From an optimization exercise on the open Yosys and OpenROAD flow, aimed at small area, a short achievable clock period and few clock cycles; shortcuts taken in it are not production practice.
The RTL was checked by simulation tests, not by an equivalence proof against the original design.

// hsv2rgb_stream
module hsv2rgb_stream (
    input  wire        clk,
    input  wire        rst,         
    input  wire        in_valid,
    output wire        in_ready,
    input  wire [23:0] in_hsv,      
    output reg         out_valid,
    input  wire        out_ready,
    output wire [31:0] out_rgba     
);
For scale: roughly 1500 cells after synthesis, roughly 15000 um2 of cells after synthesis.
Settings: LEC_CHECK=0, CAP_MARGIN=5, CORE_MARGIN=2, CORE_UTILIZATION=65, CTS_BUF_LIST=sky130_fd_sc_hd__clkbuf_4 sky130_fd_sc_hd__clkbuf_8, PLACE_DENSITY=0.75, SLEW_MARGIN=5, SYNTH_HIERARCHICAL=1, TNS_END_PERCENT=0; clock period 17.0 ns.
standard.sh (not shown) runs the stock make flow with config.mk's settings and CLKGATE_MAP_FILE= SYNTH_SCRIPT=/design/flow/synth_recipe.tcl, a recipe that flattens the netlist after the stock synthesis.
==> flow/flow/run.sh <==
#!/bin/bash
# The standard layout, with: port buffers made of buf_2 cells; clock tree from
# clkbuf_4/clkbuf_8 with larger sink clusters and no dummy loads; repair_timing
# aiming for 12.15 ns of setup slack (at the design's clock period and constraints).
set -euo pipefail
bash standard.sh \
  "BUFFER_PORTS_ARGS=-buffer_cell sky130_fd_sc_hd__buf_2" \
  "CTS_ARGS=-sink_clustering_enable -repair_clock_nets -buf_list {sky130_fd_sc_hd__clkbuf_4 sky130_fd_sc_hd__clkbuf_8} -sink_clustering_size 30 -sink_clustering_max_diameter 80 -dont_use_dummy_load" \
  SETUP_SLACK_MARGIN=12.15 finish > standard_flow.log 2>&1
Testbench counts at the start, summed over its fixed seeds: cycles 32,024.
Change:
--- a/flow/flow/run.sh
+++ b/flow/flow/run.sh
@@ -4 +4 @@
-# aiming for 12.15 ns of setup slack (at the design's clock period and constraints).
+# aiming for 12.0 ns of setup slack (at the design's clock period and constraints).
@@ -9 +9 @@
-  SETUP_SLACK_MARGIN=12.15 finish > standard_flow.log 2>&1
+  SETUP_SLACK_MARGIN=12.0 SETUP_MOVE_SEQUENCE=unbuffer,sizeup,swap,clone finish > standard_flow.log 2>&1
=> The changed run passed the timing, design-rule and antenna checks; clock skew hardly moves; sequential share of layout area came out higher by 0.79 points; synthesized area does not change; sequential cell count stays the same; via count came out lower by 5.1%; routed wire length came out lower by 8.2%.
Change:
--- a/flow/flow/run.sh
+++ b/flow/flow/run.sh
@@ -4 +4 @@
-# aiming for 12.0 ns of setup slack (at the design's clock period and constraints).
+# aiming for 12.3 ns of setup slack (at the design's clock period and constraints).
@@ -9 +9 @@
-  SETUP_SLACK_MARGIN=12.0 SETUP_MOVE_SEQUENCE=unbuffer,sizeup,swap,clone finish > standard_flow.log 2>&1
+  SETUP_SLACK_MARGIN=12.3 finish > standard_flow.log 2>&1
The changed run finished clean. Design area goes up by 3.9%. Maximum frequency goes up by 4.1%. Synthesized area is unchanged. Worst setup slack gains 0.21 ns. Wire length goes up by 9.0%.
Change:
--- a/flow/flow/run.sh
+++ b/flow/flow/run.sh
@@ -4 +4 @@
-# aiming for 12.3 ns of setup slack (at the design's clock period and constraints).
+# aiming for 11.5 ns of setup slack (at the design's clock period and constraints).
@@ -9 +9 @@
-  SETUP_SLACK_MARGIN=12.3 finish > standard_flow.log 2>&1
+  SETUP_SLACK_MARGIN=11.5 finish > standard_flow.log 2>&1
TNS_END_PERCENT = not set   (was 0)
Effect: Final area goes down by 4.8%. Cell count goes down by 3.3%. Global-route usage goes down by 2.2 points. Via count goes down by 4.7%. Core utilization goes down by 3.5 points. Setup slack gets worse by 0.31 ns. Sequential share of layout area goes up by 1.0 points. Die area does not change.
Change:
--- a/flow/flow/run.sh
+++ b/flow/flow/run.sh
@@ -4 +4 @@
-# aiming for 11.5 ns of setup slack (at the design's clock period and constraints).
+# aiming for 11.9 ns of setup slack (at the design's clock period and constraints).
@@ -9 +9 @@
-  SETUP_SLACK_MARGIN=11.5 finish > standard_flow.log 2>&1
+  SETUP_SLACK_MARGIN=11.9 finish > standard_flow.log 2>&1
TNS_END_PERCENT = 10   (was not set)
=>
- area after synthesis stays the same
- clock skew is higher by 0.012 ns
- routed wire length climbs by a few percent
- synthesized cell count stays the same

-- what the ideal ports hide --
How much do the figures lean on ideal ports? The routed layouts below were timed once more, with nothing changed but the port constraints.
Step 1 assumes that a clkbuf_16 drives the clock port and a buf_2 every other input.
Step 2 times the ports against the registers' clock, not the clock port: input delays grow and output delays shrink by t, the midpoint of the rising clock arrivals with the driver on.
a / b / c = no drivers / after step 1 / after step 2; a / b = the first two.
run	t, ns	setup WS [ns]	worst hold slack (ns)	worst setup path after step 2	worst slew at a driven data input, ns
the first run	0.479	11.984 / 11.963 / 11.485	0.410 / 0.410 / 0.410	input to register	0.06
the second run	0.477	11.778 / 11.778 / 11.376	0.413 / 0.413 / 0.413	input to register	0.05
the third run	0.479	11.984 / 11.963 / 11.485	0.410 / 0.410 / 0.410	input to register	0.06
the fourth run	0.484	11.671 / 11.672 / 11.209	0.412 / 0.412 / 0.412	input to register	0.04
the fifth run	0.478	11.849 / 11.865 / 11.388	0.413 / 0.413 / 0.413	input to register	0.05
After both steps setup and hold are still met in every run listed.
